From an optimization exercise on the open Yosys and OpenROAD flow, aimed at small area; shortcuts taken in it are not production practice. Function was checked by simulation only, so behaviour that the tests miss may differ from the original. Power is estimated from default activity; no workload was simulated.

===== flow/design.v =====
module btqc (
    input  wire         clk,
    input  wire         rst,           
    input  wire         cmd_valid,
    output wire         cmd_ready,
    input  wire [127:0] cmd_data,
    output wire         resp_valid,
    output reg  [31:0]  resp_data,
    output wire         ev_valid,
    output wire [3:0]   ev_kind,
    output reg  [31:0]  ev_data,
    input  wire         ev_ack,
    input  wire [15:0]  ev_rdata
);
    localparam OP_INIT   = 8'h01, OP_SETCFG = 8'h02, OP_ENQ   = 8'h03,
               OP_CLRQ   = 8'h04, OP_QSIZE  = 8'h05, OP_QBYTES = 8'h06,
               OP_QOVF   = 8'h07, OP_FLUSH  = 8'h08, OP_XFER  = 8'h09,
               OP_FILL   = 8'h0A, OP_COPY   = 8'h0B, OP_SWCOPY = 8'h0C;
    localparam [5:0] S_IDLE    = 6'b00_0000,
                     S_RESP    = 6'b01_0000,
                     S_ENQ     = 6'b10_0000,
                     S_SLOT    = 6'b11_0000,
                     S_PREP    = 6'b11_0000,    
                     S_W1      = 6'b00_0001,    
                     S_W2      = 6'b01_0001,
                     S_W3      = 6'b10_0001,
                     S_W4      = 6'b11_0001,
                     S_SUFFIX  = 6'b00_0010,    
                     S_DW16    = 6'b00_0011,    
                     S_WAIT    = 6'b00_0100,    
                     S_GETSTEP = 6'b00_0101,    
                     S_SETSTEP = 6'b00_0110,    
                     S_SETSTEPF= 6'b01_0110,    
                     S_TAKEN   = 6'b00_0111,    
                     S_HALT    = 6'b00_1000,    
                     S_RESUME  = 6'b00_1001,    
                     S_RESUMEB = 6'b01_1001,    
                     S_SRCRD   = 6'b00_1010,    
                     S_PEND    = 6'b00_1011;    
    reg [5:0] state;
    assign ev_kind  = state[3:0];
    assign ev_valid = |state[3:0];
    wire   ev_fire  = ev_valid && ev_ack;
    reg [4:0]  effcap;         
    reg [4:0]  qcount;
    reg [3:0]  ovfidx;
    reg [19:0] qb;             
    reg        bok;            
    reg [19:0] bh;             
    reg        cfg_autoflush, cfg_ignover, cfg_hwdis, cfg_perbatch;
    localparam RW = 73;
    reg [16*RW-1:0] ring;
    reg [3:0]       ph;
    wire [RW-1:0]   rout = ring[16*RW-1:15*RW];
    reg [22:0] ps;             
    reg [15:0] pd;             
    reg [15:0] pl;             
    reg [15:0] pst;            
    reg [1:0]  pc;             
    reg [15:0] xr;             
    reg [15:0] kr;             
    reg        f_fl, f_xf, f_fill, f_copy, f_swc, f_enq;
    reg        hs;             
    reg        two;            
    reg        e2;             
    reg        usex;           
    reg        swm;            
    reg        taken, batchopen;
    reg        rbit;
    reg [1:0]  rsel;
    reg [1:0]  wcnt;           
    reg [4:0]  wq;             
    function [24:0] addf;
        input [23:0] a, b;
        input        ci;
        integer i;
        reg c;
        begin
            c = ci;
            for (i = 0; i < 24; i = i + 1) begin
                addf[i] = a[i] ^ b[i] ^ c;
                c = (a[i] & b[i]) | (c & (a[i] ^ b[i]));
            end
            addf[24] = c;
        end
    endfunction
    function gtf;
        input [23:0] a, b;
        reg [24:0] d;
        begin
            d   = addf(b, ~a, 1'b1);     
            gtf = !d[24];
        end
    endfunction
    wire        acc    = cmd_valid && cmd_ready;
    wire [7:0]  c_op   = cmd_data[127:120];
    wire [23:0] c_src  = cmd_data[119:96];
    wire [15:0] c_dst  = cmd_data[95:80];
    wire [15:0] c_len  = cmd_data[79:64];
    wire [15:0] c_step = cmd_data[63:48];
    wire [7:0]  c_val  = cmd_data[47:40];
    wire [1:0]  c_cls  = cmd_data[33:32];
    wire [31:0] c_aux  = cmd_data[31:0];
    wire z_srch = (c_src[23:16] == 8'd0);
    wire z_srcm = (c_src[15:1] == 15'd0);
    wire z_src0 = !c_src[0];
    wire z_dst  = (c_dst == 16'd0);
    wire z_len  = (c_len == 16'd0);
    wire z_step = (c_step == 16'd0);
    wire z_val  = (c_val == 8'd0);
    wire z_rsv  = (cmd_data[39:34] == 6'd0);
    wire z_cls  = (c_cls == 2'd0);
    wire z_auxh = (c_aux[31:4] == 28'd0);
    wire z_auxl = (c_aux[3:0] == 4'd0);
    wire z_src  = z_srch && z_srcm && z_src0;
    wire z_mid  = z_val && z_rsv;                        
    reg  c_ok;
    always @* begin
        case (c_op)
            OP_INIT:   c_ok = z_src && z_dst && z_step && z_mid && z_cls;
            OP_SETCFG: c_ok = z_src && z_dst && z_len && z_step && z_mid && z_cls && z_auxh;
            OP_ENQ, OP_XFER:
                       c_ok = z_src0 && z_mid && (c_cls != 2'd3) && z_auxh && z_auxl;
            OP_CLRQ, OP_QSIZE, OP_QBYTES, OP_QOVF, OP_FLUSH:
                       c_ok = z_src && z_dst && z_len && z_step && z_mid && z_cls && z_auxh && z_auxl;
            OP_FILL:   c_ok = z_src && z_rsv && z_cls && z_auxh && z_auxl;
            OP_COPY:   c_ok = z_srch && z_mid && z_cls && z_auxh && z_auxl;
            OP_SWCOPY: c_ok = z_src0 && z_dst && z_mid && z_cls;
            default:   c_ok = 1'b0;
        endcase
    end
    wire [15:0] p_opnd   = f_fill ? {15'h7FFF, ~pd[0]} : ps[15:0];
    wire [24:0] p_sum_f  = addf({8'd0, pl}, {8'd0, p_opnd}, 1'b0);
    wire [16:0] p_sum    = p_sum_f[16:0];
    wire        p_over   = p_sum[16] && (p_sum[15:0] != 16'd0);
    wire        p_cross  = p_over && (f_enq || f_xf);
    wire [15:0] p_plen   = (p_cross || (f_fill && p_over)) ? p_sum[15:0] :
                           (f_fill ? {15'd0, |pl} : pl);
    wire [24:0] qcnt_inc = addf({19'd0, qcount}, 24'd0, 1'b1);
    wire        enq_full = !gtf({19'd0, effcap}, {19'd0, qcount}) ||
                           (p_cross && !gtf({19'd0, effcap}, qcnt_inc[23:0]));
    wire [24:0] ps_hi1_f = addf({17'd0, ps[22:16]}, 24'd0, 1'b1);
    wire [6:0]  ps_hi1  = ps_hi1_f[6:0];
    wire [22:0] ss      = hs ? {ps_hi1, 16'd0} : ps;           
    wire [24:0] hid_f   = addf({8'd0, pd}, {8'd0, ~ps[15:0]}, 1'b1);
    wire [15:0] sd      = hs ? hid_f[15:0] : pd;               
    wire [24:0] remw_f  = addf({8'd0, ~ps[15:0]}, 24'd0, 1'b1);
    wire [15:0] remw    = remw_f[15:0];                        
    wire [15:0] estep   = usex ? xr : pst;
    wire [31:0] w1 = {8'h94, pl[15:8], 8'h93, pl[7:0]};
    wire [24:0] w2_f = addf({16'd0, estep[15:8]}, {16'd0, 8'h8F}, 1'b0);       
    wire [24:0] w2_g = addf({8'd0, 8'h96, ss[15:8]}, 24'd0, w2_f[8]);
    wire [31:0] w2 = {w2_g[15:0], w2_f[7:0], estep[7:0]};
    wire [31:0] w3 = {8'h97, 1'b0, ss[22:16], 8'h95, ss[7:0]};
    wire [31:0] trig = f_swc ? {xr, pd} :
                       {~pc[1] & pc[0], ~(pc[1] & pc[0]), sd[13:0], 8'h00,
                        1'b1, pc[1] & pc[0], 1'b0, pc[1] & ~pc[0], 2'b00, sd[15:14]};
    wire [6:0]  ahi     = hs ? ps_hi1 : ps[22:16];
    wire [15:0] stepout = (state == S_SETSTEPF || usex) ? xr :
                          {f_fl ? 8'h00 : pst[15:8], pst[7:0]};
    reg [31:0] cw;
    always @* begin
        case (state[5:4])
            2'd0:    cw = w1;
            2'd1:    cw = w2;
            2'd2:    cw = w3;
            default: cw = trig;
        endcase
    end
    always @* begin
        ev_data[31:24] = cw[31:24];
        ev_data[23:16] = (state[3:0] == S_SRCRD[3:0]) ? {ahi, kr[15]} : cw[23:16];
        case (state[3:0])
            4'd1:    ev_data[15:0] = cw[15:0];
            4'd2:    ev_data[15:0] = {8'h97, f_fill ? 8'h80 : 8'hC0};
            4'd3:    ev_data[15:0] = f_fl ? pst : xr;
            4'd10:   ev_data[15:0] = {kr[14:0], 1'b0};
            default: ev_data[15:0] = stepout;
        endcase
    end
    assign cmd_ready  = (state == S_IDLE) && (wcnt == 2'd0);
    assign resp_valid = (state == S_RESP);
    always @* begin
        case (rsel)
            2'd0: resp_data = {31'd0, rbit};
            2'd1: resp_data = {27'd0, qcount};
            2'd2: resp_data = {11'd0, qb, 1'b0};
            default: resp_data = {28'd0, ovfidx};
        endcase
    end
    wire [15:0] elen   = e2 ? remw : pl;
    wire [24:0] qb_f   = addf({4'd0, qb}, {8'd0, elen}, 1'b0);
    wire [19:0] qb_new = qb_f[19:0];
    wire        eover  = bok && gtf({4'd0, qb_new}, {4'd0, bh});
    wire        epend  = cfg_autoflush && (qb_new != 20'd0);
    wire [4:0]  nflush  = (ovfidx != 4'd0 && cfg_ignover) ? {1'b0, ovfidx} : qcount;
    wire        fl_done = (wq == nflush);
    wire        fl_hit  = (ph == wq[3:0]);
    wire        rwr   = (wcnt != 2'd0) && (ph == wq[3:0]);
    wire [RW-1:0] rin = {pc, pst, pl, sd, ss};
    always @(posedge clk) begin
        ring <= {ring[15*RW-1:0], rwr ? rin : rout};
    end
    wire [24:0] ph_inc = addf({20'd0, ph}, 24'd0, 1'b1);
    wire [24:0] wq_inc = addf({19'd0, wq}, 24'd0, 1'b1);
    wire [24:0] kr_inc = addf({8'd0, kr}, 24'd0, 1'b1);
    wire [24:0] pl_dec = addf({8'd0, pl}, 24'hFFFFFF, 1'b0);
    wire unit_end = ev_fire && (
        (state == S_W4 && (swm ? (pl == 16'd0) :
                           (!f_fill && ((f_fl && cfg_perbatch) || taken)))) ||
        (state == S_DW16 && (swm ? (pl == 16'd1) : taken)) ||
        (state == S_RESUME));
    always @(posedge clk) begin
        if (rst) begin
            state         <= S_IDLE;
            effcap        <= 5'd0;
            qcount        <= 5'd0;
            ovfidx        <= 4'd0;
            qb            <= 20'd0;
            bok           <= 1'b0;
            cfg_autoflush <= 1'b0;
            cfg_ignover   <= 1'b0;
            cfg_hwdis     <= 1'b0;
            cfg_perbatch  <= 1'b0;
            wcnt          <= 2'd0;
            ph            <= 4'd0;
        end else begin
            ph <= ph_inc[3:0];
            if (rwr) begin
                wq   <= wq_inc[4:0];
                wcnt <= {wcnt[1] & wcnt[0], ~wcnt[0]};
                if (hs) begin
                    hs <= 1'b0;
                    pl <= remw;
                end
            end
            case (state)
            S_IDLE: begin
                if (acc) begin
                    ps     <= (c_op == OP_COPY) ? {7'd0, c_src[15:0]} : c_src[23:1];
                    pd     <= (c_op == OP_SWCOPY) ? c_aux[15:0] : c_dst;
                    pl     <= c_len;
                    pst    <= c_step;
                    pc     <= {c_cls[1] | (c_op == OP_COPY), c_cls[0] | (c_op == OP_COPY)};
                    xr     <= (c_op == OP_SWCOPY) ? c_aux[31:16] : {c_val, c_val};
                    f_fl   <= (c_op == OP_FLUSH);
                    f_xf   <= (c_op == OP_XFER);
                    f_fill <= (c_op == OP_FILL);
                    f_enq  <= (c_op == OP_ENQ);
                    f_copy <= (c_op == OP_COPY);
                    f_swc  <= (c_op == OP_SWCOPY);
                    hs     <= 1'b0;
                    e2     <= 1'b0;
                    usex   <= 1'b0;
                    swm    <= (c_op == OP_SWCOPY);
                    wq     <= 5'd0;
                    batchopen <= 1'b0;
                    rsel   <= 2'd0;
                    rbit   <= 1'b1;
                    if (!c_ok) begin
                        rbit  <= 1'b0;
                        state <= S_RESP;
                    end else begin
                        case (c_op)
                        OP_INIT: begin
                            effcap <= ((|c_len[15:5]) || (c_len[4] && (|c_len[3:0]))) ? 5'd16 : c_len[4:0];
                            bok    <= (c_aux != 32'd0) && (c_aux[31:21] == 11'd0);
                            bh     <= c_aux[20:1];
                            qcount <= 5'd0;
                            ovfidx <= 4'd0;
                            qb     <= 20'd0;
                            state  <= S_RESP;
                        end
                        OP_SETCFG: begin
                            cfg_autoflush <= c_aux[0];
                            cfg_ignover   <= c_aux[1];
                            cfg_hwdis     <= c_aux[2];
                            cfg_perbatch  <= c_aux[3];
                            state         <= S_RESP;
                        end
                        OP_CLRQ: begin
                            qcount <= 5'd0;
                            ovfidx <= 4'd0;
                            qb     <= 20'd0;
                            state  <= S_RESP;
                        end
                        OP_QSIZE: begin
                            rsel  <= 2'd1;
                            state <= S_RESP;
                        end
                        OP_QBYTES: begin
                            rsel  <= 2'd2;
                            state <= S_RESP;
                        end
                        OP_QOVF: begin
                            rsel  <= 2'd3;
                            state <= S_RESP;
                        end
                        OP_SWCOPY: state <= S_SETSTEP;
                        OP_FLUSH:  state <= S_WAIT;
                        default:   state <= S_PREP;     
                        endcase
                    end
                end
            end
            S_RESP: state <= S_IDLE;
            S_PREP: begin
                if (!f_fl) begin
                    pl  <= p_plen;
                    hs  <= p_cross;
                    two <= p_cross;
                    if (!f_enq)
                        state <= S_WAIT;
                    else if (enq_full) begin
                        rbit  <= 1'b0;
                        state <= S_RESP;
                    end else begin
                        wq    <= qcount;
                        wcnt  <= {p_cross, ~p_cross};
                        state <= S_ENQ;
                    end
                end
            end
            S_ENQ: begin
                qcount <= qcnt_inc[4:0];
                qb     <= qb_new;
                if (eover && ovfidx == 4'd0)
                    ovfidx <= qcount[3:0];
                rbit <= !(eover && cfg_ignover);
                if (epend)
                    state <= S_PEND;
                else if (two && !e2) begin
                    e2    <= 1'b1;
                    state <= S_ENQ;
                end else
                    state <= S_RESP;
            end
            S_PEND: begin
                if (ev_fire) begin
                    if (two && !e2) begin
                        e2    <= 1'b1;
                        state <= S_ENQ;
                    end else
                        state <= S_RESP;
                end
            end
            S_WAIT: begin
                if (ev_fire) begin
                    if (f_fl)
                        state <= S_GETSTEP;
                    else if (f_fill)
                        state <= (pst != 16'hFFFF) ? S_SETSTEP : S_W1;
                    else if (hs || pst == 16'hFFFF)
                        state <= S_GETSTEP;
                    else begin
                        swm   <= f_xf && cfg_hwdis;
                        state <= S_SETSTEP;
                    end
                end
            end
            S_GETSTEP: begin
                if (ev_fire) begin
                    xr <= ev_rdata;
                    if (f_fl)
                        state <= S_SLOT;
                    else begin
                        usex <= 1'b1;
                        if (f_xf && cfg_hwdis) begin
                            swm   <= 1'b1;
                            state <= S_SETSTEP;
                        end else
                            state <= S_W1;
                    end
                end
            end
            S_SETSTEP: begin
                if (swm)
                    kr <= hs ? 16'd0 : {f_fl ? w2[23:16] : ps[15:8], ps[7:0]};
                if (ev_fire) state <= swm ? S_W4 : S_W1;
            end
            S_W1: begin
                if (ev_fire) state <= f_fill ? S_SUFFIX : S_W2;
            end
            S_W2: begin
                if (ev_fire) state <= S_W3;
            end
            S_W3: begin
                if (ev_fire)
                    state <= f_copy ? S_SUFFIX :
                             (f_fl && cfg_perbatch && batchopen) ? S_HALT : S_TAKEN;
            end
            S_SUFFIX: begin
                if (ev_fire) state <= S_TAKEN;
            end
            S_TAKEN: begin
                if (ev_fire) begin
                    taken <= ev_rdata[0];
                    if (f_fl && cfg_perbatch) batchopen <= 1'b1;
                    state <= S_HALT;
                end
            end
            S_HALT: begin
                if (ev_fire) state <= S_W4;
            end
            S_W4: begin
                if (ev_fire) begin
                    if (swm)
                        state <= S_SRCRD;
                    else if (f_fill)
                        state <= S_DW16;
                    else
                        state <= S_RESUME;
                end
            end
            S_DW16: begin
                if (ev_fire) begin
                    if (swm) begin
                        kr <= kr_inc[15:0];
                        if (kr == 16'hFFFF && !hs) ps[22:16] <= ps_hi1;
                        pl <= pl_dec[15:0];
                        state <= S_SRCRD;
                    end else
                        state <= S_RESUME;
                end
            end
            S_SRCRD: begin
                if (ev_fire) begin
                    if (f_fl) pst <= ev_rdata;
                    else      xr  <= ev_rdata;
                    state <= S_DW16;
                end
            end
            S_RESUMEB: begin
                if (ev_fire) state <= S_SETSTEPF;
            end
            S_SETSTEPF: begin
                if (ev_fire) begin
                    qcount <= 5'd0;
                    ovfidx <= 4'd0;
                    qb     <= 20'd0;
                    state  <= S_RESP;
                end
            end
            default: ;
            endcase
            if (unit_end) begin
                if (f_fl)
                    state <= S_SLOT;
                else if (hs) begin
                    hs    <= 1'b0;
                    pl    <= remw;
                    usex  <= 1'b0;
                    swm   <= 1'b0;
                    state <= S_WAIT;
                end else
                    state <= S_RESP;
            end
            if ((state == S_SLOT && f_fl) || (unit_end && f_fl) ||
                (state == S_GETSTEP && f_fl && ev_fire)) begin
                if (fl_done)
                    state <= (batchopen && !taken) ? S_RESUMEB : S_SETSTEPF;
                else if (fl_hit) begin
                    {pc, pst, pl, pd, ps} <= rout;
                    wq    <= wq_inc[4:0];
                    swm   <= cfg_hwdis;
                    state <= cfg_hwdis ? S_SETSTEP : S_W1;
                end else
                    state <= S_SLOT;
            end
        end
    end
endmodule

===== flow/flow/run.sh =====
#!/bin/bash
# The standard ORFS layout (standard.sh), with three changes:
#  - synthesis is ORFS's own synthesis script (standard.sh synth), but ABC
#    maps the logic with an area-only script (flow/abc_area.script: ifraig, dc2, dch +
#    amap, no buffering or sizing); flip-flops are mapped before ABC runs,
#    so the registers are those of the standard synthesis
#  - the input and output port buffers are the smallest buffer cell (buf_1)
#  - clock tree: clkbuf_8 leaf clusters of up to 18 sinks within 55 um, no dummy loads
# Each make run's whole output goes to its own log (synth.log, standard.log);
# ORFS keeps each step's log under orfs/logs/.
set -euo pipefail
rm -rf scripts_area
cp -r "$FLOW_HOME/scripts" scripts_area
cp flow/abc_area.script scripts_area/abc_speed.script
export BUFFER_PORTS_ARGS="-buffer_cell sky130_fd_sc_hd__buf_1"
export CTS_ARGS="-sink_clustering_enable -repair_clock_nets -buf_list sky130_fd_sc_hd__clkbuf_8 -sink_clustering_size 18 -sink_clustering_max_diameter 55 -dont_use_dummy_load"
bash standard.sh SCRIPTS_DIR="$PWD/scripts_area" synth > synth.log 2>&1
bash standard.sh > standard.log 2>&1

===== flow/flow/abc_area.script =====
strash
ifraig
dc2
dch -f
amap
strash
dch -f
amap
topo
stime -c

===== flow/standard.sh =====
#!/bin/bash
# synth_recipe.tcl (not shown) runs the flow's synth.tcl, then flattens the netlist and writes it again
# the make line also repeats each setting of config.mk as NAME=value (left out here)
make -C /OpenROAD-flow-scripts/flow DESIGN_CONFIG=/design/flow/config.mk WORK_HOME=/design/flow/orfs CLKGATE_MAP_FILE= SYNTH_SCRIPT=/design/flow/synth_recipe.tcl "${@:-finish}"

===== flow/config.mk =====
export PLATFORM = sky130hd
export DESIGN_NAME = btqc
export DESIGN_NICKNAME = btqc
export VERILOG_FILES = /design/flow/design.v
export SDC_FILE = /design/flow/constraint.sdc
export NUM_CORES = 4
export LEC_CHECK = 0
export CAP_MARGIN = 20
export CORE_MARGIN = 2
export CORE_UTILIZATION = 40
export SLEW_MARGIN = 20

===== flow/constraint.sdc =====
create_clock -name core_clock -period 10.0 [get_ports {clk}]
set_input_delay 2.0000 -clock core_clock [delete_from_list [all_inputs] [get_ports {clk}]]
set_output_delay 2.0000 -clock core_clock [all_outputs]
set_load 0.01 [all_outputs]

==> flow_metrics.tcl, run 1 <==
set metrics [dict create \
    design_power_total_uw 12010 \
    syn-cell-area_um2 39630 \
    dpl_cell_area_um2 42410 \
    power_per_cell_area_nw_per_um2 273.2 \
    critical-path-max-stage-delay_ns 0.43 \
    finish_stage_setup_viols 0 \
    critical_path.most_common_cell "sky130_fd_sc_hd__fa_1" \
    finalWirelength_mm 117.4 \
    power.share.combinational_pct 27.7 \
    synth_top_cell_by_area "sky130_fd_sc_hd__dfxtp_1" \
    synthTopCellsByArea "sky130_fd_sc_hd__dfxtp_1 (62%), sky130_fd_sc_hd__edfxtp_1 (11%), sky130_fd_sc_hd__ha_1 (3.5%)" \
    cp_max_delay_cell "sky130_fd_sc_hd__fa_2" \
    areaGrowthSynthToFinish_pct 10.94 \
    detail_route.drc_violations 0 \
    setup_repair_after_global_routing_missed_its_margin "no" \
    gr-total-overflow 0 \
    crit_path_start_kind "flop" \
    synthCells 3112 \
    postSynthAreaPerCell_um2 12.74 \
    antenna_violations_before_repair 10 \
    cts-root-to-sink-buffers 3 \
    critical_path_arrival_ns 7.78 \
    synth.distinct_cells 56 \
    worst_slew_margin_relative_to_its_limit_pct 23.26 \
    ios 219 \
    final_cell_mix "sky130_fd_sc_hd__dfxtp_1 (1219), sky130_fd_sc_hd__nor2_1 (321), sky130_fd_sc_hd__clkinv_1 (239), sky130_fd_sc_hd__buf_1 (205), sky130_fd_sc_hd__a21oi_1 (157)" \
    first_iter_violations 2802 \
    cts.sink_count 1365 \
    layoutNonFillerInstCount 4770 \
    fp.coreArea_um2 98280 \
    routed-via-count 25330 \
    critPathCaptureType "output port" \
    result_of_the_run "no timing/DRC/antenna violations" \
    core.rowCount 115 \
    horizontal_die_dimension_um 318.8 \
    dpl.cell_count 4653 \
    cts-buffers-inserted 107 \
    io_buffer_count 207 \
    place.detailed.hpwl_mm 87.87 \
    clkSlewWorstSetupHoldPaths_ns 0.07 \
    p_clk_share_pct 21.1 \
    groute.usage.overall_pct 22.75 \
    first_global_vias 23680 \
    ys_async_sr_fraction_pct 0 \
    mostFrequentLayoutCell "sky130_fd_sc_hd__dfxtp_1" \
    grt_first_pass_wirelength_mm 166.7 \
    cts_tree "yes" \
    floorplan.initialDensity_pct 40.33 \
    cp_data_required_time_ns 8.00 \
    slew_violations 0 \
    final_net_count 3778 \
    critical_path_buf_inv_count 6 \
    yosys_warnings 1 \
    final.setup.worst_slack_ns 0.2218 \
    final_layout_size_suffix_gt1_share_pct 5.556 \
    total_switching_power_uw 4080 \
    synth.ff_latch_count 1365 \
    fmaxAchievable_mhz 102.3 \
    avgViaCountPerCell 5.311 \
    final-hold-violation-count 0 \
    clock_tree.htree_level_count 3 \
    p_sw_share_pct 33.97 \
    dieHeight_um 318.8 \
    power.static_leakage_uw 0.01642 \
    cts.root.buffer_cell "sky130_fd_sc_hd__clkbuf_8" \
    grt_max_degree 63 \
    path_max_fanout 3 \
    max_cap_viol_count 0 \
    clock_insertion_delay_worst_skew_ns 0.80 \
    ir_worst_vdd_mv 0.1020 \
    synth_sequential_area_ratio_pct 72.63 \
    worstMarginPinSlew_ns 1.151 \
    die_area_um2 101600 \
    fillers 9080 \
    worst_setup_slack_after_placement_ns 0.1703 \
    wire_per_inst_um 24.62 \
    setup-tns-final_ns 0 \
    timing.clock.skew_ns 0.1052 \
    ant_nets 0 \
    dominantRegCellSynth "sky130_fd_sc_hd__dfxtp_1" \
    finish.instance_area_um2 43970 \
    post-route-period-util_pct 97.78 \
    cts.hold.buffers_added 0 \
    portion_of_total_power_attributed_to_sequential_cells_pct 51.2 \
    synth.top_cell.area_share_pct 61.57 \
    criticalPathCategory "reg2out" \
    cell_internal_pwr_uw 7931 \
    drtPass1Iterations 9 \
    layout_min_cycle_time_ns 9.778 \
    place_congestion 1.037 \
    worst_hold_path_type "reg2reg" \
    synth_enable_flop_cells 146 \
    worst_path_dominant_cell_family "adder cells" \
]
path summary, 6_finish.rpt:
path	from	to	slack [ns]	cells after the start
worst min register to register	ring[836]	ring[909]	0.26	0
worst min-delay path	ring[836]	ring[909]	0.26	0
worst max-delay path	pd[0]	ev_data[1]	0.22	29
worst max register to register	e2	state[5]	0.41	33
final cells by class:
type	instances	area, um^2	area share [%]
antenna	9	22.52	0.05122
inverter	244	919.6	2.091
multi-input combinational	1498	9981	22.70
clock buffer	107	1473	3.349
tap	1287	1610	3.662
timing repair buffer	260	1177	2.678
sequential	1365	28790	65.47
Yosys cell counts (16+ instances only):
library cell / instances
sky130_fd_sc_hd__o22ai_1: 129
sky130_fd_sc_hd__nand4_1: 18
sky130_fd_sc_hd__o22a_1: 66
sky130_fd_sc_hd__a222oi_1: 26
sky130_fd_sc_hd__a21oi_1: 158
sky130_fd_sc_hd__o221ai_1: 27
sky130_fd_sc_hd__o21ai_0: 95
sky130_fd_sc_hd__nor4_1: 22
sky130_fd_sc_hd__nor3_1: 70
sky130_fd_sc_hd__edfxtp_1: 146
sky130_fd_sc_hd__nand2_1: 113
sky130_fd_sc_hd__nor2b_1: 34
sky130_fd_sc_hd__a211oi_1: 27
sky130_fd_sc_hd__dfxtp_1: 1219
sky130_fd_sc_hd__nand3_1: 16
sky130_fd_sc_hd__clkinv_1: 244
sky130_fd_sc_hd__ha_1: 110
sky130_fd_sc_hd__fa_1: 44
sky130_fd_sc_hd__o21a_1: 32
sky130_fd_sc_hd__or4_1: 18
sky130_fd_sc_hd__nor2_1: 326
routing by layer:
metal	wire, um	track usage (%)
met1	52140	31.64
met2	48650	32.71
met3	9079	4.439
met4	7532	13.82
met5	35	0
flip-flops by register name (all words and copies together) (netlist names), 4 cells and up:
signal and cells:
pst 16, kr 16, qcount 5, ph 4, effcap 5, state 6, xr 16, pl 16
qb 20, ps 23, bh 20, ovfidx 4, wq 5, pd 16, ring 1168
repair_timing:
| action | 4_1_cts | 5_1_grt |
|---|---|---|
| gates resized for setup | 2 | 19 |
| pin swaps | 0 | 7 |
| setup endpoints to repair | 1 | 12 |
| buffers inserted | 0 | 1 |
cells by family after synthesis:
family	after synthesis	share of synthesized area [%]
other cells	1	0.009462
xor+xnor	1	0.02210
buf+inv	259	2.595
fa+ha+maj	154	5.695
flops	1365	72.63
compound gates	683	11.76
simple gates	649	7.289
power groups by stage:
stage / clock network (uW) / logic, uW / registers (uW)
after global placement: 0 / 3190 / 6260
after detailed placement: 0 / 3190 / 6260
after CTS: 2630 / 3210 / 6140
after global routing: 2820 / 3570 / 6170
after floorplan: 0 / 1910 / 6160
final: 2530 / 3330 / 6150
metrics by stage:
step / hold slack (ns) / util [%]
final: 0.2629 / 44.74
after global routing: 0.2741 / 44.73
after CTS: 0.2600 / 44.66
after detailed placement: 0.3121 / 43.15
after global placement: 0.3095 / 43.15
after floorplan: 0.3096 / -
==> run 2: changes to the inputs <==
--- a/flow/flow/run.sh
+++ b/flow/flow/run.sh
@@ -2,5 +2,5 @@
 # The standard ORFS layout (standard.sh), with three changes:
 #  - synthesis is ORFS's own synthesis script (standard.sh synth), but ABC
-#    maps the logic with an area-only script (flow/abc_area.script: ifraig, dc2, dch +
+#    maps the logic with an area-only script (flow/abc_area.script: ifraig, dc2, dch + amap with 8 area-flow and 8 exact-area rounds,
 #    amap, no buffering or sizing); flip-flops are mapped before ABC runs,
 #    so the registers are those of the standard synthesis
==> flow/flow/abc_area.script (replaced) <==
strash
ifraig
dc2
dch -f
amap -F 8 -A 8
strash
dch -f
amap -F 8 -A 8
topo
stime -c
==> run 2 against run 1 <==
Effect of this change: final area decreased by 0.33%; highest routed layer unchanged; sequential power shrank 1%; die area shrank 0.43%; via count decreased by 0.67%; sequential share of layout area rose by 0.22 points.
==> flow_metrics.tcl, run 2 <==
set metrics [dict create \
    critical_path_buf_inv_count 6 \
    timing.clock.skew_ns 0.1087 \
    yosys_warnings 1 \
    largest_registers_in_the_final_layout "ring (1168), ps (23)" \
    r2r.worst_path.cells 33 \
    gr-total-overflow 0 \
    path_max_fanout 2 \
    largest_reg_flops 1168 \
    final_net_count 3704 \
    criticalPathCategory "reg2out" \
    cts.sink_count 1365 \
    wire_per_inst_um 23.98 \
    first_global_vias 23640 \
    dieHeight_um 318.1 \
    grt_max_degree 65 \
    worst-path-stages 24 \
    horizontal_die_dimension_um 318.1 \
    floorplan.initialDensity_pct 40.21 \
    clkSlewWorstSetupHoldPaths_ns 0.10 \
    synth.distinct_cells 50 \
    worstMarginPinSlew_ns 1.154 \
    holdCritStartpoint "ring[470]" \
    cts-buffers-inserted 102 \
    ir_worst_vdd_mv 0.1081 \
    synth.top_cell.area_share_pct 61.84 \
    fillers 9071 \
    place.detailed.hpwl_mm 84.10 \
    timing.reg2reg.setup_slack_ns 0.42 \
    cts.root.buffer_cell "sky130_fd_sc_hd__clkbuf_8" \
    worst_hold_path.endpoint "ring[543]" \
    groute.usage.overall_pct 21.94 \
    mostFrequentLayoutCell "sky130_fd_sc_hd__dfxtp_1" \
    fp.coreArea_um2 98130 \
    largest-register "ring" \
    worst_path_dominant_cell_family "adder cells" \
    worst_slew_margin_relative_to_its_limit_pct 22.81 \
    critPathCaptureType "output port" \
    yosys.cell_count.top_type "sky130_fd_sc_hd__dfxtp_1" \
    timing.rr.start "ps[0]" \
    dpl.cell_count 4579 \
    place_congestion 0.9816 \
    clock_insertion_delay_worst_skew_ns 0.78 \
    dominantRegCellSynth "sky130_fd_sc_hd__dfxtp_1" \
    die_area_um2 101200 \
    ant_nets 0 \
    postSynthAreaPerCell_um2 13.03 \
    layout_min_cycle_time_ns 9.839 \
    clock_tree.htree_level_count 3 \
    grt_first_pass_wirelength_mm 162.6 \
    drtPass1Iterations 10 \
    critical_path_cell_by_cell "buf_4, ha_1, fa_1, fa_1, fa_1, fa_1, fa_1, fa_1, fa_1, fa_1, fa_1, clkinv_1, fa_1, clkinv_1, fa_1, clkinv_1, fa_1, fa_1, clkinv_1, fa_1, o22ai_1, a222oi_1, o221ai_2, buf_1" \
    final_layout_size_suffix_gt1_share_pct 5.765 \
    finalWirelength_mm 112.6 \
    critical-path-max-stage-delay_ns 0.43 \
    ios 219 \
    routed-via-count 25160 \
    critical_path_arrival_ns 7.84 \
    fmaxAchievable_mhz 101.6 \
    core.rowCount 115 \
    io_buffer_count 207 \
    antenna_violations_before_repair 26 \
    setup_repair_after_global_routing_missed_its_margin "no" \
    synthTopCellsByArea "sky130_fd_sc_hd__dfxtp_1 (62%), sky130_fd_sc_hd__edfxtp_1 (11%), sky130_fd_sc_hd__ha_1 (3.5%)" \
    slew_violations 0 \
    final_cell_mix "sky130_fd_sc_hd__dfxtp_1 (1219), sky130_fd_sc_hd__clkinv_1 (262), sky130_fd_sc_hd__nor2_1 (240), sky130_fd_sc_hd__buf_1 (206), sky130_fd_sc_hd__o22ai_1 (153)" \
    areaGrowthSynthToFinish_pct 11.05 \
    cts-root-to-sink-buffers 3 \
    synth_enable_flop_cells 146 \
    dpl_cell_area_um2 42300 \
    detail_route.drc_violations 0 \
    ys_async_sr_fraction_pct 0 \
    syn-cell-area_um2 39460 \
    synth_top_cell_by_area "sky130_fd_sc_hd__dfxtp_1" \
    avgViaCountPerCell 5.358 \
    first_iter_violations 2988 \
    synthCells 3029 \
    design_power_total_uw 11340 \
    setup-tns-final_ns 0 \
    finish.instance_area_um2 43820 \
    cts_tree "yes" \
    layoutNonFillerInstCount 4696 \
    cp_data_required_time_ns 8.00 \
    power_per_cell_area_nw_per_um2 258.7 \
    result_of_the_run "no timing/DRC/antenna violations" \
    worst_hold_path_type "reg2reg" \
    synth_sequential_area_ratio_pct 72.95 \
    synth.ff_latch_count 1365 \
    critical_path.reg2reg.endpoint "pl[7]" \
    max_cap_viol_count 0 \
    worst_hold_path.num_cells 0 \
    final-hold-violation-count 0 \
    critical_path.most_common_cell "sky130_fd_sc_hd__fa_1" \
    finish_stage_setup_viols 0 \
    power.static_leakage_uw 0.01622 \
    final_core_utilization_pct 44.66 \
    synthTopCellsByCount "sky130_fd_sc_hd__dfxtp_1 (1219), sky130_fd_sc_hd__clkinv_1 (268), sky130_fd_sc_hd__nor2_1 (243)" \
    crit_path_start_kind "flop" \
    post-route-period-util_pct 98.39 \
    cp_max_delay_cell "sky130_fd_sc_hd__fa_1" \
]
[run 2: cell types whose count changed after synthesis, sizes merged, moves of 9 or more]
| cell | change |
|---|---|
| a2111oi | -11 |
| a211oi | -23 |
| a21oi | -51 |
| a222oi | +27 |
| a32oi | +9 |
| clkinv | +24 |
| nand2 | -21 |
| nor2 | -83 |
| nor3 | -36 |
| o21ai | +33 |
| o221ai | -14 |
| o22a | +21 |
| o22ai | +24 |
| o32ai | +10 |
[run 2: area by class of cell]
type | instances | area (um^2) | share of cell area (%)
Antenna cell | 9 | 22.52 | 0.05139
Clock buffer | 102 | 1404 | 3.203
Inverter | 268 | 1011 | 2.307
Multi-Input combinational cell | 1391 | 9704 | 22.14
Sequential cell | 1365 | 28790 | 65.69
Tap cell | 1287 | 1610 | 3.674
Timing Repair Buffer | 274 | 1285 | 2.932
[run 2: per-layer routing]
| metal | vias to the layer above | global-route usage (%) | share of wire [%] |
|---|---|---|---|
| met5 | - | 0 | 0.16 |
| met4 | 30 | 7.404 | 3.1 |
| met2 | 1275 | 33.09 | 43 |
| met3 | 239 | 5.997 | 10 |
| li1 | 11470 | - | - |
| met1 | 12150 | 30.44 | 43 |
[run 2: worst max path at each step]
stage                start          to  slack [ns]
finish               ps[0]  ev_data[0]        0.16
global route         ps[1]    state[5]       0.006
CTS                  ps[1]    state[5]        0.02
detailed placement   ps[1]    state[5]        0.12
global placement     ps[1]    state[5]        0.13
floorplan           f_fill       wq[1]        0.40
[run 2: cells by family (layout without fill, tap and decap cells)]
family                   Yosys count  after routing  share of synthesized area [%]
flip-flops                      1365           1365                          72.95
XOR/XNOR                           1              1                        0.02220
adder cells (fa/ha/maj)          154            154                          5.720
AO/OA/AOI/OAI                    713            713                          12.56
other                              1             20                       0.009503
buffers and inverters            283            644                          2.834
AND/OR/NAND/NOR                  512            512                          5.907
[run 2: metrics by stage]
step	worst slack, ns	hold WS [ns]
3_3_place_gp	0.1257	0.3096
4_1_cts	0.02439	0.2237
5_1_grt	0.005571	0.2275
2_1_floorplan	0.4046	0.3096
6_report	0.1613	0.2328
3_5_place_dp	0.1177	0.3121
[run 2: power by group]
part / leakage [uW] / internal, uW / switching [uW]
Combinational: 0.00426 / 919 / 1860
Sequential: 0.0112 / 5830 / 259
Clock: 0.000733 / 909 / 1560
Total: 0.0162 / 7660 / 3680
[run 2: repair_timing]
| action | 4_1_cts | 5_1_grt |
|---|---|---|
| cloned | 0 | 0 |
| buffers inserted | 0 | 6 |
| pin swaps | 1 | 1 |
| endpoints found under the setup margin | 1 | 23 |
| resized for setup | 1 | 16 |
| hold buffers | 0 | 0 |
==> run 3: changes to the inputs <==
--- a/flow/design.v
+++ b/flow/design.v
@@ -17,9 +17,9 @@
                OP_QOVF   = 8'h07, OP_FLUSH  = 8'h08, OP_XFER  = 8'h09,
                OP_FILL   = 8'h0A, OP_COPY   = 8'h0B, OP_SWCOPY = 8'h0C;
-    localparam [5:0] S_IDLE    = 6'b00_0000,
+    localparam [5:0] S_SLOT    = 6'b00_0000,    
+                     S_PREP    = 6'b00_0000,    
                      S_RESP    = 6'b01_0000,
                      S_ENQ     = 6'b10_0000,
-                     S_SLOT    = 6'b11_0000,
-                     S_PREP    = 6'b11_0000,    
+                     S_IDLE    = 6'b11_0000,
                      S_W1      = 6'b00_0001,    
                      S_W2      = 6'b01_0001,
@@ -39,6 +39,7 @@
                      S_PEND    = 6'b00_1011;    
     reg [5:0] state;
-    assign ev_kind  = state[3:0];
-    assign ev_valid = |state[3:0];
+    wire   slot_ev;
+    assign ev_kind  = slot_ev ? (cfg_hwdis ? 4'd6 : 4'd1) : state[3:0];
+    assign ev_valid = (|state[3:0]) || slot_ev;
     wire   ev_fire  = ev_valid && ev_ack;
     reg [4:0]  effcap;         
@@ -53,4 +54,5 @@
     reg [3:0]       ph;
     wire [RW-1:0]   rout = ring[16*RW-1:15*RW];
+    wire [RW-1:0]   r14  = ring[15*RW-1:14*RW];     
     reg [22:0] ps;             
     reg [15:0] pd;             
@@ -170,6 +172,6 @@
     always @* begin
         ev_data[31:24] = cw[31:24];
-        ev_data[23:16] = (state[3:0] == S_SRCRD[3:0]) ? {ahi, kr[15]} : cw[23:16];
-        case (state[3:0])
+        ev_data[23:16] = (ev_kind == S_SRCRD[3:0]) ? {ahi, kr[15]} : cw[23:16];
+        case (ev_kind)
             4'd1:    ev_data[15:0] = cw[15:0];
             4'd2:    ev_data[15:0] = {8'h97, f_fill ? 8'h80 : 8'hC0};
@@ -197,4 +199,5 @@
     wire        fl_done = (wq == nflush);
     wire        fl_hit  = (ph == wq[3:0]);
+    assign      slot_ev = (state == S_SLOT) && f_fl && !fl_done && fl_hit;
     wire        rwr   = (wcnt != 2'd0) && (ph == wq[3:0]);
     wire [RW-1:0] rin = {pc, pst, pl, sd, ss};
@@ -375,6 +378,4 @@
             end
             S_SETSTEP: begin
-                if (swm)
-                    kr <= hs ? 16'd0 : {f_fl ? w2[23:16] : ps[15:8], ps[7:0]};
                 if (ev_fire) state <= swm ? S_W4 : S_W1;
             end
@@ -404,4 +405,6 @@
             end
             S_W4: begin
+                if (swm)
+                    kr <= hs ? 16'd0 : {f_fl ? w2[23:16] : ps[15:8], ps[7:0]};
                 if (ev_fire) begin
                     if (swm)
@@ -464,7 +467,13 @@
                     wq    <= wq_inc[4:0];
                     swm   <= cfg_hwdis;
-                    state <= cfg_hwdis ? S_SETSTEP : S_W1;
-                end else
-                    state <= S_SLOT;
+                    if (slot_ev && ev_ack)       
+                        state <= cfg_hwdis ? S_W4 : S_W2;
+                    else
+                        state <= cfg_hwdis ? S_SETSTEP : S_W1;
+                end else begin
+                    pl       <= r14[54:39];
+                    pst[7:0] <= r14[62:55];
+                    state    <= S_SLOT;
+                end
             end
         end
==> run 3 against run 2 <==
Effect of this change: critical path depth is 4 higher; total power is 3.1% higher; wire length is 5.9% higher; synthesized cell count is 4.0% higher; critical path type unchanged.
==> flow_metrics.tcl, run 3 <==
set metrics [dict create \
    synth_adder_area_share_pct 5.655 \
    grt_first_pass_wirelength_mm 170.6 \
    dominant_combinational_cell_family_by_area_after_synthesis "compound AO/OA/AOI/OAI gates" \
    largest_registers_in_the_final_layout "ring (1168), ps (23)" \
    max_cap_viol_count 0 \
    fillers 9176 \
    place.detailed.hpwl_mm 88.33 \
    cts-root-to-sink-buffers 3 \
    criticalPathCategory "reg2out" \
    timing.clock.skew_ns 0.08470 \
    gr-total-overflow 0 \
    clkSlewWorstSetupHoldPaths_ns 0.09 \
    post-route-period-util_pct 97.09 \
    worst_hold_path.endpoint "ring[258]" \
    cts.sink_count 1365 \
    ys_async_sr_fraction_pct 0 \
    ant_nets 0 \
    syn-cell-area_um2 39920 \
    groute.usage.overall_pct 22.95 \
    worst_hold_path.num_cells 0 \
    critical_path_arrival_ns 7.71 \
    grt_max_degree 80 \
    detail_route.drc_violations 0 \
    ir_worst_vdd_mv 0.1553 \
    synth.top_cell.area_share_pct 61.14 \
    synth_top_cell_by_area "sky130_fd_sc_hd__dfxtp_1" \
    setup-tns-final_ns 0 \
    setup_repair_after_global_routing_missed_its_margin "no" \
    critical-path-max-stage-delay_ns 0.41 \
    critical_path.reg2reg.endpoint "state[1]" \
    holdCritStartpoint "ring[185]" \
    wire_per_inst_um 24.71 \
    largest_reg_flops 1168 \
    floorplan.initialDensity_pct 40.44 \
    yosys.cell_count.top_type "sky130_fd_sc_hd__dfxtp_1" \
    ios 219 \
    die_area_um2 102300 \
    synthTopCellsByArea "sky130_fd_sc_hd__dfxtp_1 (61%), sky130_fd_sc_hd__edfxtp_1 (11%), sky130_fd_sc_hd__ha_1 (3.4%)" \
    areaGrowthSynthToFinish_pct 11.29 \
    mostFrequentLayoutCell "sky130_fd_sc_hd__dfxtp_1" \
    postSynthAreaPerCell_um2 12.67 \
    cts.hold.buffers_added 0 \
    core.rowCount 115 \
    power_per_cell_area_nw_per_um2 263.0 \
    finalWirelength_mm 119.3 \
    hold_slack_ns 0.2476 \
    power.static_leakage_uw 0.01635 \
    timing.reg2reg.setup_slack_ns 0.40 \
    synth-compound-area-share_pct 12.91 \
    worstMarginPinSlew_ns 1.114 \
    path_max_fanout 4 \
    final_net_count 3838 \
    first_global_vias 25050 \
    r2r.worst_path.cells 31 \
    timing.rr.start "pl[0]" \
    clock_tree.htree_level_count 3 \
    horizontal_die_dimension_um 319.9 \
    worst_hold_path_type "reg2reg" \
    synthCells 3150 \
    first_iter_violations 3110 \
    cts_tree "yes" \
    cts.root.buffer_cell "sky130_fd_sc_hd__clkbuf_8" \
    worst_slew_margin_relative_to_its_limit_pct 25.03 \
    post_synth_mux_area_share_pct 0 \
    routed-via-count 26290 \
    synth_xor_xnor_area_share_pct 0.02194 \
    synth_sequential_area_ratio_pct 72.12 \
    cts-buffers-inserted 106 \
    fp.coreArea_um2 98710 \
    synth-simple-area-share_pct 6.789 \
    clock_insertion_delay_worst_skew_ns 0.80 \
    finish.instance_area_um2 44420 \
    final_layout_size_suffix_gt1_share_pct 5.942 \
    cp_data_required_time_ns 8.00 \
    dominantRegCellSynth "sky130_fd_sc_hd__dfxtp_1" \
    final-hold-violation-count 0 \
    dpl_cell_area_um2 42880 \
    synth_enable_flop_cells 146 \
    cp_max_delay_cell "sky130_fd_sc_hd__fa_2" \
    critPathCaptureType "output port" \
    largest-register "ring" \
    fmaxAchievable_mhz 103.0 \
    slew_violations 0 \
    io_buffer_count 207 \
    result_of_the_run "no timing/DRC/antenna violations" \
    avgViaCountPerCell 5.447 \
    finish_stage_setup_viols 0 \
    dieHeight_um 319.9 \
    crit_path_start_kind "flop" \
    dpl.cell_count 4713 \
    antenna_violations_before_repair 10 \
    layout_min_cycle_time_ns 9.709 \
    final_cell_mix "sky130_fd_sc_hd__dfxtp_1 (1219), sky130_fd_sc_hd__nor2_1 (278), sky130_fd_sc_hd__clkinv_1 (237), sky130_fd_sc_hd__buf_1 (205), sky130_fd_sc_hd__nand2_1 (162)" \
    synth.distinct_cells 49 \
    yosys_warnings 1 \
    synthTopCellsByCount "sky130_fd_sc_hd__dfxtp_1 (1219), sky130_fd_sc_hd__nor2_1 (283), sky130_fd_sc_hd__clkinv_1 (242)" \
    drtPass1Iterations 9 \
    layoutNonFillerInstCount 4826 \
    synth.ff_latch_count 1365 \
    place_congestion 1.000 \
]
## run 3: changes by cell type in the layout (fill, tap and decap cells not counted), moves of 25 or more
cell,change
sky130_fd_sc_hd__o22a_1,-31
sky130_fd_sc_hd__nor2_1,+38
sky130_fd_sc_hd__clkinv_1,-25
sky130_fd_sc_hd__nand2_1,+71
sky130_fd_sc_hd__o221ai_1,+29
sky130_fd_sc_hd__a21oi_1,+37
## run 3: stage by stage
stage	util, %	power, uW	setup slack, ns
after detailed placement	43.44	9150	0.2011
after global routing	45.00	12190	0.03488
after CTS	44.93	11670	0.01221
after global placement	43.44	9152	0.3443
final	45.01	11690	0.2908
after floorplan	-	7796	0.1902
## run 3: logic make-up after synthesis
logic type,count (synthesis)
other,1
adders and majority gates,154
DFF,1365
AOI/OAI and AO/OA,758
buffers and inverters,254
xor gates and xnor gates,1
and+or+nand+nor,617
## run 3: report_power, final
part	total, uW	switching [uW]	leakage [uW]	internal [uW]
clock network	2520	1580	0.000762	942
registers	6100	285	0.0112	5820
logic	3060	2070	0.00439	991
## run 3: layout make-up
type	instances	area, um^2	share of cell area, %
Tap cell	1287	1610	3.625
Sequential cell	1365	28790	64.80
Timing Repair Buffer	280	1353	3.045
Clock buffer	106	1459	3.284
Antenna cell	5	12.51	0.02817
Inverter	242	912.1	2.053
Multi-Input combinational cell	1541	10290	23.16
## run 3: worst max path at each step
stage	start	end	slack, ns	cells after the start
finish	ps[0]	ev_data[1]	0.29	28
global route	ps[0]	ev_data[1]	0.03	28
CTS	ps[0]	ev_data[1]	0.01	28
detailed placement	ps[1]	state[1]	0.20	32
global placement	ps[1]	state[1]	0.34	32
floorplan	wq[0]	state[0]	0.19	24
## run 3: timing repair
item	4_1_cts	5_1_grt
buffers inserted	1	1
gates resized for setup	0	18
endpoints found under the setup margin	2	16
pin swaps	2	7
## run 3: worst max-delay path, delay by kind of cell (launching register included)
family | cells | cell delay [ns]
AOI/OAI and AO/OA | 6 | 1.00
buffers and inverters | 6 | 0.67
and+or+nand+nor | 1 | 0.11
DFF | 1 | 0.40
adders and majority gates | 15 | 4.77
## run 3: routing by layer
metal | global-route usage (%) | vias to the layer above | part of all wire (%)
li1 | - | 11960 | -
met1 | 30.77 | 12750 | 43
met2 | 34.07 | 1259 | 43
met3 | 4.996 | 311 | 7.8
met4 | 13.68 | 8 | 6.9
met5 | 0 | - | 0.049
==> run 4: changes to the inputs <==
--- a/flow/flow/run.sh
+++ b/flow/flow/run.sh
@@ -2,5 +2,5 @@
 # The standard ORFS layout (standard.sh), with three changes:
 #  - synthesis is ORFS's own synthesis script (standard.sh synth), but ABC
-#    maps the logic with an area-only script (flow/abc_area.script: ifraig, dc2, dch + amap with 8 area-flow and 8 exact-area rounds,
+#    maps the logic with an area-only script (flow/abc_area.script: ifraig, dc2, dch +
 #    amap, no buffering or sizing); flip-flops are mapped before ABC runs,
 #    so the registers are those of the standard synthesis
==> flow/flow/abc_area.script (replaced) <==
strash
ifraig
dc2
dch -f
amap
strash
dch -f
amap
topo
stime -c
==> run 4 against run 3 <==
Effect of this change: register-to-register slack about the same; utilization is 0.32 points lower; synthesized cell count grew 1.2%; critical path depth is 1 lower; largest cell class unchanged; largest power group unchanged.
==> flow_metrics.tcl, run 4 <==
set metrics [dict create \
    synth.ff_latch_count 1365 \
    grt_max_degree 88 \
    grt_first_pass_wirelength_mm 176.4 \
    synth.top_cell.area_share_pct 60.89 \
    syn-cell-area_um2 40080 \
    synthTopCellsByCount "sky130_fd_sc_hd__dfxtp_1 (1219), sky130_fd_sc_hd__nor2_1 (307), sky130_fd_sc_hd__clkinv_1 (247)" \
    worst_hold_path.endpoint "ring[621]" \
    cp_data_required_time_ns 8.00 \
    hold_slack_ns 0.2412 \
    place.detailed.hpwl_mm 93.17 \
    groute.usage.overall_pct 23.90 \
    fillers 9249 \
    p_sw_share_pct 35.02 \
    timing.reg2reg.setup_slack_ns 0.41 \
    cts-buffers-inserted 105 \
    die_area_um2 102700 \
    worst_hold_path_type "reg2reg" \
    p_clk_share_pct 20.6 \
    dpl.cell_count 4756 \
    fmaxAchievable_mhz 102.4 \
    largest-register "ring" \
    avgViaCountPerCell 5.469 \
    largest_registers_in_the_final_layout "ring (1168), ps (23)" \
    critical_path_arrival_ns 7.77 \
    synth_sequential_area_ratio_pct 71.83 \
    cts_tree "yes" \
    drtPass1Iterations 7 \
    wire_per_inst_um 25.60 \
    cp_max_delay_cell "sky130_fd_sc_hd__fa_1" \
    synth.distinct_cells 53 \
    place_congestion 1.005 \
    cts.root.buffer_cell "sky130_fd_sc_hd__clkbuf_8" \
    worst_hold_path.num_cells 0 \
    routed-via-count 26640 \
    core.rowCount 116 \
    cell_internal_pwr_uw 7955 \
    max_cap_viol_count 0 \
    final_net_count 3872 \
    ys_async_sr_fraction_pct 0 \
    yosys_warnings 1 \
    layout_min_cycle_time_ns 9.770 \
    synthCells 3189 \
    final_cell_mix "sky130_fd_sc_hd__dfxtp_1 (1219), sky130_fd_sc_hd__nor2_1 (298), sky130_fd_sc_hd__clkinv_1 (243), sky130_fd_sc_hd__buf_1 (205), sky130_fd_sc_hd__nand2_1 (173)" \
    crit_path_start_kind "flop" \
    io_buffer_count 207 \
    final_layout_size_suffix_gt1_share_pct 5.830 \
    clock_insertion_delay_worst_skew_ns 0.80 \
    finish_stage_setup_viols 0 \
    layoutNonFillerInstCount 4872 \
    fp.coreArea_um2 99710 \
    power_per_cell_area_nw_per_um2 274.8 \
    floorplan.initialDensity_pct 40.19 \
    path_max_fanout 3 \
    first_iter_violations 3218 \
    holdCritStartpoint "ring[548]" \
    detail_route.drc_violations 0 \
    post-route-period-util_pct 97.70 \
    r2r.worst_path.cells 34 \
    critical_path.most_common_cell "sky130_fd_sc_hd__fa_1" \
    cts-root-to-sink-buffers 3 \
    first_global_vias 24940 \
    synth_enable_flop_cells 146 \
    dominantRegCellSynth "sky130_fd_sc_hd__dfxtp_1" \
    criticalPathCategory "reg2out" \
    synth_top_cell_by_area "sky130_fd_sc_hd__dfxtp_1" \
    postSynthAreaPerCell_um2 12.57 \
    portion_of_total_power_attributed_to_sequential_cells_pct 50.6 \
    finalWirelength_mm 124.7 \
    critical-path-max-stage-delay_ns 0.41 \
    critPathCaptureType "output port" \
    areaGrowthSynthToFinish_pct 11.17 \
    dieHeight_um 320.5 \
    clkSlewWorstSetupHoldPaths_ns 0.10 \
    antenna_violations_before_repair 21 \
    clock_tree.htree_level_count 3 \
    worstMarginPinSlew_ns 1.127 \
    critical_path.reg2reg.endpoint "ovfidx[3]" \
    final-hold-violation-count 0 \
    synthTopCellsByArea "sky130_fd_sc_hd__dfxtp_1 (61%), sky130_fd_sc_hd__edfxtp_1 (11%), sky130_fd_sc_hd__ha_1 (3.4%)" \
    cts.sink_count 1365 \
    timing.clock.skew_ns 0.08740 \
    worst_slew_margin_relative_to_its_limit_pct 24.26 \
    result_of_the_run "no timing/DRC/antenna violations" \
    timing.rr.start "ps[0]" \
    power.share.combinational_pct 28.8 \
    total_switching_power_uw 4288 \
    yosys.cell_count.top_type "sky130_fd_sc_hd__dfxtp_1" \
    gr-total-overflow 0 \
    slew_violations 0 \
    horizontal_die_dimension_um 320.5 \
    largest_reg_flops 1168 \
    power.static_leakage_uw 0.01641 \
    ios 219 \
    mostFrequentLayoutCell "sky130_fd_sc_hd__dfxtp_1" \
    ir_worst_vdd_mv 0.1265 \
    ant_nets 0 \
]
==> run 4: changes by cell type after synthesis, moves of 11 or more <==
cell	change
sky130_fd_sc_hd__a211oi_1	+20
sky130_fd_sc_hd__a221oi_1	+13
sky130_fd_sc_hd__a222oi_1	-17
sky130_fd_sc_hd__a32oi_1	-11
sky130_fd_sc_hd__nor2_1	+24
sky130_fd_sc_hd__nor3_1	+37
sky130_fd_sc_hd__o21ai_0	-49
==> run 4: repair_timing <==
item / in CTS / in global routing
gates resized for setup: 2 / 18
hold buffers: 0 / 0
gates cloned: 0 / 0
endpoints found under the setup margin: 1 / 27
pin swaps: 1 / 3
buffers inserted: 1 / 4
==> run 4: power by group through the flow <==
stage	clock network, uW	logic (uW)	registers, uW
floorplan	0	1950	6160
CTS	2610	3420	6180
finish	2520	3530	6200
global placement	0	3410	6300
global route	2810	3760	6220
detailed placement	0	3400	6310
==> run 4: critical path, delay by kind of cell, from the launching register on <==
family | cells | cell delay (ns)
AOI/OAI and AO/OA | 4 | 0.98
adders and majority gates | 15 | 4.91
buffers and inverters | 6 | 0.61
DFF | 1 | 0.38
and+or+nand+nor | 2 | 0.15
==> run 4: how the worst max path moves through the flow <==
stage,slack (ns),cells after the start,to,startpoint
floorplan,0.40,25,pst[10],wq[0]
global placement,0.35,35,pl[7],f_fill
detailed placement,0.22,35,pl[7],f_fill
CTS,0.01,27,ev_data[1],pd[0]
global route,-0.05,27,ev_data[1],pd[0]
finish,0.23,27,ev_data[1],pd[0]
==> run 4: layer usage <==
layer	global-route usage, %	share of wire, %
met5	0	0.075
met4	9.171	4.1
met3	5.853	9.2
met2	35.67	42
met1	33.43	44
==> run 4: logic make-up (layout without fill, tap and decap cells) <==
logic type | count (synthesis) | in the layout | share of synthesized area, %
AOI/OAI and AO/OA | 725 | 725 | 12.48
xor gates and xnor gates | 2 | 2 | 0.04372
adders and majority gates | 154 | 154 | 5.632
buffers and inverters | 259 | 628 | 2.529
DFF | 1365 | 1365 | 71.83
other | 1 | 17 | 0.009357
and+or+nand+nor | 683 | 683 | 7.471
==> run 4: metrics by stage <==
stage	TNS, ns	setup slack (ns)	cell area [um^2]	total power [uW]	utilization (%)
floorplan	0	0.4014	40150	8113	-
detailed placement	0	0.2197	43000	9709	43.12
CTS	0	0.01242	44460	12210	44.59
global route	-0.05488	-0.05488	44540	12780	44.67
global placement	0	0.3538	43000	9711	43.12
finish	0	0.2297	44560	12240	44.68
==> run 4: layout make-up <==
class,instances,area [um^2],share of cell area (%)
multi-input cells,1575,10460,23.47
diodes,6,15.01,0.03370
inverters,247,929.6,2.086
flip-flops and latches,1365,28790,64.61
well taps,1298,1624,3.645
clock buffers,105,1445,3.243
repair buffers,276,1297,2.912
==> run 5: changes to the inputs <==
--- a/flow/flow/run.sh
+++ b/flow/flow/run.sh
@@ -6,5 +6,5 @@
 #    so the registers are those of the standard synthesis
 #  - the input and output port buffers are the smallest buffer cell (buf_1)
-#  - clock tree: clkbuf_8 leaf clusters of up to 18 sinks within 55 um, no dummy loads
+#  - clock tree: clkbuf_8 leaf clusters of up to 16 sinks within 50 um, no dummy loads
 # Each make run's whole output goes to its own log (synth.log, standard.log);
 # ORFS keeps each step's log under orfs/logs/.
@@ -14,5 +14,5 @@
 cp flow/abc_area.script scripts_area/abc_speed.script
 export BUFFER_PORTS_ARGS="-buffer_cell sky130_fd_sc_hd__buf_1"
-export CTS_ARGS="-sink_clustering_enable -repair_clock_nets -buf_list sky130_fd_sc_hd__clkbuf_8 -sink_clustering_size 18 -sink_clustering_max_diameter 55 -dont_use_dummy_load"
+export CTS_ARGS="-sink_clustering_enable -repair_clock_nets -buf_list sky130_fd_sc_hd__clkbuf_8 -sink_clustering_size 16 -sink_clustering_max_diameter 50 -dont_use_dummy_load"
 bash standard.sh SCRIPTS_DIR="$PWD/scripts_area" synth > synth.log 2>&1
 bash standard.sh > standard.log 2>&1
==> run 5 against run 4 <==
Effect of this change: wire length rose by 0.42%; via count barely moved; die area did not move; critical path depth did not move; clock skew rose by 0.022 ns; final area rose by 0.41%; utilization rose by 0.18 points; sequential share of layout area fell by 0.27 points; setup slack got worse by 0.019 ns; non-clock buffer count did not move; hold slack improved by 0.025 ns; first-iteration DRC count fell by 2.3%; critical path type unchanged; largest cell class unchanged.
==> flow_metrics.tcl, run 5 <==
set metrics [dict create \
    layout_min_cycle_time_ns 9.789 \
    critPathCaptureType "output port" \
    synthCells 3189 \
    synth.ff_latch_count 1365 \
    wire_per_inst_um 25.63 \
    avgViaCountPerCell 5.455 \
    gr-total-overflow 0 \
    clock_insertion_delay_worst_skew_ns 0.82 \
    dominantRegCellSynth "sky130_fd_sc_hd__dfxtp_1" \
    finalWirelength_mm 125.3 \
    synth.top_cell.area_share_pct 60.89 \
    synth_sequential_area_ratio_pct 71.83 \
    ant_nets 0 \
    fp.coreArea_um2 99710 \
    final_net_count 3885 \
    largest_registers_in_the_final_layout "ring (1168), ps (23)" \
    io_buffer_count 207 \
    final_cell_mix "sky130_fd_sc_hd__dfxtp_1 (1219), sky130_fd_sc_hd__nor2_1 (298), sky130_fd_sc_hd__clkinv_1 (243), sky130_fd_sc_hd__buf_1 (205), sky130_fd_sc_hd__nand2_1 (173)" \
    yosys_warnings 1 \
    first_global_vias 24990 \
    worst_hold_path.endpoint "ring[355]" \
    synth.distinct_cells 53 \
    first_iter_violations 3143 \
    largest-register "ring" \
    timing.rr.start "ps[0]" \
    post-route-period-util_pct 97.89 \
    mostFrequentLayoutCell "sky130_fd_sc_hd__dfxtp_1" \
    synth_top_cell_by_area "sky130_fd_sc_hd__dfxtp_1" \
    timing.clock.skew_ns 0.1092 \
    dpl.cell_count 4756 \
    routed-via-count 26660 \
    cts.hold.buffers_added 0 \
    final-hold-violation-count 0 \
    synth_enable_flop_cells 146 \
    cts-buffers-inserted 118 \
    detail_route.drc_violations 0 \
    synthTopCellsByArea "sky130_fd_sc_hd__dfxtp_1 (61%), sky130_fd_sc_hd__edfxtp_1 (11%), sky130_fd_sc_hd__ha_1 (3.4%)" \
    antenna_violations_before_repair 19 \
    critical_path.reg2reg.endpoint "state[3]" \
    criticalPathCategory "reg2out" \
    core.rowCount 116 \
    setup-tns-final_ns 0 \
    cts-root-to-sink-buffers 3 \
    yosys.cell_count.top_type "sky130_fd_sc_hd__dfxtp_1" \
    worst_hold_path_type "reg2reg" \
    crit_path_start_kind "flop" \
    postSynthAreaPerCell_um2 12.57 \
    slew_violations 0 \
    dpl_cell_area_um2 43000 \
    power_per_cell_area_nw_per_um2 276.6 \
    ys_async_sr_fraction_pct 0 \
    critical_path_arrival_ns 7.79 \
    synthTopCellsByCount "sky130_fd_sc_hd__dfxtp_1 (1219), sky130_fd_sc_hd__nor2_1 (307), sky130_fd_sc_hd__clkinv_1 (247)" \
    power.static_leakage_uw 0.01650 \
    worstMarginPinSlew_ns 1.129 \
    die_area_um2 102700 \
    timing.reg2reg.setup_slack_ns 0.42 \
    cts.sink_count 1365 \
    cts.root.buffer_cell "sky130_fd_sc_hd__clkbuf_8" \
    final_layout_size_suffix_gt1_share_pct 6.171 \
    grt_first_pass_wirelength_mm 177.5 \
    layoutNonFillerInstCount 4887 \
    place_congestion 1.005 \
    ir_worst_vdd_mv 0.1672 \
    finish_stage_setup_viols 0 \
    holdCritStartpoint "ring[282]" \
    grt_max_degree 88 \
    ios 219 \
    floorplan.initialDensity_pct 40.19 \
    areaGrowthSynthToFinish_pct 11.63 \
    worst_slew_margin_relative_to_its_limit_pct 24.75 \
    worst_hold_path.num_cells 0 \
    syn-cell-area_um2 40080 \
    clock_tree.htree_level_count 3 \
    result_of_the_run "no timing/DRC/antenna violations" \
    dieHeight_um 320.5 \
    largest_reg_flops 1168 \
    horizontal_die_dimension_um 320.5 \
    clkSlewWorstSetupHoldPaths_ns 0.09 \
    groute.usage.overall_pct 24.03 \
    max_cap_viol_count 0 \
    cts_tree "yes" \
    r2r.worst_path.cells 33 \
    finish.instance_area_um2 44740 \
    place.detailed.hpwl_mm 93.17 \
    setup_repair_after_global_routing_missed_its_margin "yes" \
    drtPass1Iterations 6 \
    cp_data_required_time_ns 8.00 \
    fmaxAchievable_mhz 102.2 \
    path_max_fanout 3 \
]
run 5: cell counts after synthesis:
No cell type changed its count.
run 5: kinds of logic (layout without fill, tap and decap cells):
| kind of cell | after synthesis | count (layout) | synth area share, % |
|---|---|---|---|
| AND/OR/NAND/NOR | 683 | 683 | 7.471 |
| adder cells (fa/ha/maj) | 154 | 154 | 5.632 |
| AO/OA/AOI/OAI | 725 | 725 | 12.48 |
| buffers and inverters | 259 | 641 | 2.529 |
| flip-flops | 1365 | 1365 | 71.83 |
| other | 1 | 19 | 0.009357 |
| XOR/XNOR | 2 | 2 | 0.04372 |
run 5: cell type report:
| cell class | instances | area [um^2] |
|---|---|---|
| antenna | 8 | 20.02 |
| multi-input combinational | 1575 | 10460 |
| inverter | 247 | 929.6 |
| fill | 9236 | 54970 |
| clock buffer | 118 | 1624 |
| sequential | 1365 | 28790 |
| timing repair buffer | 276 | 1297 |
| tap | 1298 | 1624 |
run 5: layer usage:
| layer | global-route usage [%] | vias to the layer above | part of all wire [%] |
|---|---|---|---|
| met5 | 0 | - | 0.050 |
| met4 | 8.972 | 12 | 4.0 |
| met3 | 5.714 | 306 | 9.3 |
| met2 | 35.86 | 1345 | 42 |
| met1 | 33.81 | 12930 | 44 |
| li1 | - | 12060 | - |
run 5: power breakdown:
part / switching, uW / leakage, uW / total, uW / internal (uW)
Sequential: 338 / 0.0112 / 6200 / 5860
Clock: 1610 / 0.000848 / 2660 / 1040
Combinational: 2360 / 0.00441 / 3520 / 1160
run 5: critical path, cell delays in order, from the launching register on:
cell	delay, ns
sky130_fd_sc_hd__edfxtp_1	0.38
sky130_fd_sc_hd__clkinv_1	0.12
sky130_fd_sc_hd__ha_1	0.21
sky130_fd_sc_hd__fa_1	0.40
sky130_fd_sc_hd__fa_2	0.37
sky130_fd_sc_hd__fa_2	0.38
sky130_fd_sc_hd__fa_1	0.40
sky130_fd_sc_hd__fa_1	0.41
sky130_fd_sc_hd__fa_1	0.41
sky130_fd_sc_hd__fa_2	0.36
sky130_fd_sc_hd__fa_1	0.39
sky130_fd_sc_hd__fa_1	0.38
sky130_fd_sc_hd__clkinv_1	0.07
sky130_fd_sc_hd__fa_1	0.16
sky130_fd_sc_hd__clkinv_1	0.08
sky130_fd_sc_hd__fa_1	0.36
sky130_fd_sc_hd__clkinv_1	0.07
sky130_fd_sc_hd__fa_1	0.17
sky130_fd_sc_hd__fa_1	0.17
sky130_fd_sc_hd__clkinv_1	0.08
sky130_fd_sc_hd__fa_2	0.35
sky130_fd_sc_hd__a211oi_2	0.28
sky130_fd_sc_hd__nor2_1	0.09
sky130_fd_sc_hd__a21oi_2	0.16
sky130_fd_sc_hd__nor2_2	0.06
sky130_fd_sc_hd__a2111oi_2	0.23
sky130_fd_sc_hd__a2111o_1	0.30
sky130_fd_sc_hd__buf_2	0.18
run 5: per-stage QoR:
stage | hold WS [ns] | setup WS [ns] | total power [uW] | util [%]
finish | 0.2665 | 0.2108 | 12370 | 44.87
global route | 0.2642 | -0.1089 | 12930 | 44.85
CTS | 0.2632 | 0.00005151 | 12360 | 44.76
detailed placement | 0.3121 | 0.2197 | 9709 | 43.12
global placement | 0.3096 | 0.3538 | 9711 | 43.12
floorplan | 0.3096 | 0.4014 | 8113 | -
run 5: worst max-delay path by stage:
stage                       to    from  slack, ns  depth (start not counted)
floorplan              pst[10]   wq[0]       0.40                         25
global placement         pl[7]  f_fill       0.35                         35
detailed placement       pl[7]  f_fill       0.22                         35
CTS                 ev_data[1]   pd[0]    0.00005                         27
global route        ev_data[1]   pd[0]      -0.11                         27
finish              ev_data[1]   pd[0]       0.21                         27
run 5: timing repair:
item | 4_1_cts | 5_1_grt
setup buffers | 1 | 4
endpoints found under the setup margin | 1 | 28
pin swaps | 1 | 3
gates resized for setup | 2 | 18
cloned | 0 | 0

[what the ideal ports hide]
No port has a modelled driver above. Below, the same layouts with a new extraction and two added sets of constraints.
Step 1, drivers: a clkbuf_16 drives clk and a buf_2 each remaining input, both assumed.
Step 2 adds t to the input delays and takes it off the output delays; t is the mean of the earliest and latest rising clock arrival at the registers after step 1. Input paths then give back, and output paths get back, about the clock's delay inside the block.
Three values: no drivers, after step 1, after step 2; two values: the first two.
run | t (ns) | setup WS [ns] | worst register clock-pin slew, ns
run 1 | 0.810 | 0.222 / 0.155 / 0.407 | 0.11 / 0.11
run 2 | 0.796 | 0.161 / 0.099 / 0.419 | 0.11 / 0.11
run 3 | 0.813 | 0.291 / 0.229 / 0.405 | 0.11 / 0.11
run 4 | 0.820 | 0.230 / 0.162 / 0.413 | 0.11 / 0.11
run 5 | 0.831 | 0.211 / 0.148 / 0.419 | 0.10 / 0.10
After both steps setup and hold are still met in every run listed.
